This is an optimization exercise on Yosys and OpenROAD, whose aim is small area, a short achievable clock period and few clock cycles, not a production implementation. In this exercise RTL edits were held to simulation tests only and were not proved equivalent to the original. No activity file was given, so power comes from the tool's default toggle rates.

// owc
module owc #(
    parameter [7:0] FAMILY_A = 8'h10,
    parameter [7:0] FAMILY_B = 8'h28
) (
    input             clk,
    input             rst,         
    input             cmd_valid,
    input      [15:0] cmd,
    output reg        rsp_valid,
    output     [15:0] rsp,
    output            bus_req,
    output     [1:0]  bus_op,      
    output            bus_wbit,
    input             bus_ack,
    input             bus_rbit
);
    localparam [2:0] C_OK = 3'd0, C_BUSEMPTY = 3'd1, C_ADDRCRC = 3'd2,
                     C_UNSUPPORTED = 3'd3, C_SPADCRC = 3'd4, C_NOMORE = 3'd5,
                     C_NODATA = 3'd6, C_ILLEGAL = 3'd7;
    localparam [1:0] PH_IDLE = 2'd0, PH_SEARCHING = 2'd1, PH_EXHAUSTED = 2'd2;
    localparam [2:0] ST_RESET = 3'b000, ST_ID = 3'b001, ST_CMP = 3'b101,
                     ST_CMD = 3'b010, ST_DIR = 3'b110;
    localparam [2:0] AX_IDLE = 3'b000, AX_PEND_S = 3'b001, AX_PEND_D = 3'b010,
                     AX_DEC3 = 3'b101,
                     AX_RDB = 3'b110;
    reg  [7:0]  crc_r;
    reg         ck, fd;
    reg  [1:0]  phase;
    reg  [6:0]  lastd;
    reg  [63:0] rom;       
    reg         romz;      
    reg  [71:0] bufr;      
    reg         ng;        
    reg  [15:0] mag;       
    reg         dv;        
    wire [13:0] bcd_r;     
    reg         busy;
    reg  [2:0]  st;
    reg  [6:0]  k;
    reg  [6:0]  last_zero;
    reg  [63:0] work;
    reg         id_bit;
    reg  [7:0]  crc_w;     
    reg  [7:0]  cacc;      
    reg  [3:0]  cp;
    reg  [2:0]  rcode;
    reg  [7:0]  rdata;
    assign rsp      = {5'd0, rcode, rdata};
    assign bus_req  = busy;
    assign bus_op   = st[1:0];
  ...
==> flow/config.mk <==
export PLATFORM = sky130hd
export DESIGN_NAME = owc
export DESIGN_NICKNAME = owc
export VERILOG_FILES = /design/flow/design.v
export SDC_FILE = /design/flow/constraint.sdc
export NUM_CORES = 4
export LEC_CHECK = 0
export ABC_AREA = 1
export CAP_MARGIN = 20
export CORE_MARGIN = 2
export CORE_UTILIZATION = 65
export CTS_BUF_LIST = sky130_fd_sc_hd__clkbuf_8
export CTS_CLUSTER_DIAMETER = 50
export CTS_CLUSTER_SIZE = 14
export GPL_TIMING_DRIVEN = 1
export PLACE_DENSITY = 0.8
export SLEW_MARGIN = 20
export TNS_END_PERCENT = 10
==> flow/constraint.sdc <==
create_clock -name core_clock -period 18.0 [get_ports {clk}]
set_input_delay 3.6000 -clock core_clock [delete_from_list [all_inputs] [get_ports {clk}]]
set_output_delay 3.6000 -clock core_clock [all_outputs]
set_load 0.01 [all_outputs]
standard.sh (not shown) runs the stock make flow with config.mk's settings and CLKGATE_MAP_FILE= SYNTH_SCRIPT=/design/flow/synth_recipe.tcl, a recipe that flattens the netlist after the stock synthesis.
==> flow/flow/run.sh <==
#!/bin/bash
set -euo pipefail
bash standard.sh \
    SETUP_SLACK_MARGIN=13 \
    "BUFFER_PORTS_ARGS=-buffer_cell sky130_fd_sc_hd__buf_2" \
    finish > flow_make.log 2>&1
Testbench counts at the start, summed over its fixed seeds: cycles 38,903.
Edit:
--- a/flow/design.v
+++ b/flow/design.v
@@ -206,44 +206,54 @@
     wire [7:0] crcn = crc8_byte(crc_r, fd8);
     wire c_next_go = op_next && !exh;
     wire c_chks_w  = op_chks && !sp_rdy;
     wire c_dec_now = op_dec && (!fam_ok || sp_rdy);         
     wire c_dec_w   = op_dec && fam_ok && !sp_rdy;
     wire c_rdb     = op_rd && rd_buf;
     wire dec_set   = (take && c_dec_now) || pd_fire;        
     wire dec_good  = (take ? fam_ok : 1'b1) && sp_ok;       
     wire c_defer   = c_next_go || c_chks_w || c_dec_w || c_rdb ||
                      (c_dec_now && fam_ok && sp_ok);
     wire rv_d = ev_abort || ev_done || ps_fire || (pd_fire && !sp_ok) || dec3 || rdb ||
                 (take && !c_defer);
+    wire o_upd  = (opc == 4'h2);
+    wire o_chka = (opc == 4'h3);
+    wire o_chks = (opc == 4'h4);
+    wire o_next = (opc == 4'h6);
+    wire o_dec  = (opc == 4'h7);
+    wire o_wrb  = (opc == 4'h8);
+    wire o_rd   = (opc == 4'h9);
+    wire [7:0] cmd_data =
+          ({8{o_upd}}                         & crcn)
+        | ({8{o_chka && fd}}                  & crc_w)
+        | ({8{o_chks || (o_dec && fam_ok)}}   & cacc)
+        | ({8{o_wrb || (o_dec && !fam_ok)}}   & fd8)
+        | ({8{o_rd}}                          & rd_data);
+    wire [2:0] cmd_code =
+          ({3{o_chka && !fd}}                 & C_NODATA)
+        | ({3{o_chka && fd && !crcn_ok}}      & C_ADDRCRC)
+        | ({3{o_chks && !sp_ok}}              & C_SPADCRC)
+        | ({3{o_next && exh}}                 & C_NOMORE)
+        | ({3{o_dec && !fam_ok}}              & C_UNSUPPORTED)
+        | ({3{o_dec && fam_ok && !sp_ok}}     & C_SPADCRC);
     wire [7:0] rdata_d =
           ({8{ev_done}}                       & work[7:0])
         | ({8{ps_fire || pd_fire}}            & cacc)
         | ({8{dec3}}                          & {4'd0, tlen})
         | ({8{rdb}}                           & buf_sel)
-        | ({8{idle && op_upd}}                & crcn)
-        | ({8{idle && op_chka && fd}}         & crc_w)
-        | ({8{idle && (op_chks || (op_dec && fam_ok))}} & cacc)
-        | ({8{idle && (op_wrb || (op_dec && !fam_ok))}} & fd8)
-        | ({8{idle && op_rd}}                 & rd_data);
+        | ({8{idle && legal}}                 & cmd_data);
     wire [2:0] rcode_d =
           ({3{ev_abort}}                                   & C_BUSEMPTY)
         | ({3{(ps_fire || pd_fire) && !sp_ok}}             & C_SPADCRC)
-        | ({3{idle && !legal}}                             & C_ILLEGAL)
-        | ({3{idle && op_chka && !fd}}                     & C_NODATA)
-        | ({3{idle && op_chka && fd && !crcn_ok}}          & C_ADDRCRC)
-        | ({3{idle && op_chks && !sp_ok}}                  & C_SPADCRC)
-        | ({3{idle && op_next && exh}}                     & C_NOMORE)
-        | ({3{idle && op_dec && !fam_ok}}                  & C_UNSUPPORTED)
-        | ({3{idle && op_dec && fam_ok && !sp_ok}}         & C_SPADCRC);
+        | ({3{idle}} & (legal ? cmd_code : C_ILLEGAL));
     always @(posedge clk) begin
         rdata     <= rdata_d;
         rcode     <= rcode_d;
         rsp_valid <= !rst && rv_d;
     end
     always @(posedge clk) begin
         if (rst)
             crc_r <= 8'h00;
         else if (take && (op_clr || op_upd))
             crc_r <= op_upd ? crcn : 8'h00;
     end
     always @(posedge clk) begin
What happened: The changed run finished clean; clock power went up by about 1%; hold slack improved by 0.016 ns; total power went down by about 1.4%; via count barely changes; final area went down by 1.9%.
Testbench counts after the change, summed over its fixed seeds: cycles 38,903.

## afterwards: timing with drivers on the ports
The flow's constraints put no driver on any port. The routed layouts listed below were extracted and timed again, unchanged, in two steps. Step 1: set_driving_cell puts a clkbuf_16 on clk and a buf_2 on each other input, an assumption about the parent block. Step 2 moves the port delays by t, midway between the first and last clock arrival at a register: inputs arrive t later, outputs are due t later. That takes back most of the time a late clock gives input paths. Three values: ideal, step 1, step 2; two values: the first two.
| run | t, ns | setup WS [ns] | worst setup path after step 2 | slew at the worst register clock pin (ns) |
|---|---|---|---|---|
| the first run | 0.634 | 12.894 / 12.888 / 12.254 | input to register | 0.10 / 0.10 |
| the second run | 0.635 | 12.854 / 12.807 / 12.212 | input to register | 0.10 / 0.10 |
After both steps every run listed still meets setup and hold. The setup slack of the second run, which loses most, moves by -0.047 ns with the drivers and by -0.642 ns with both steps.
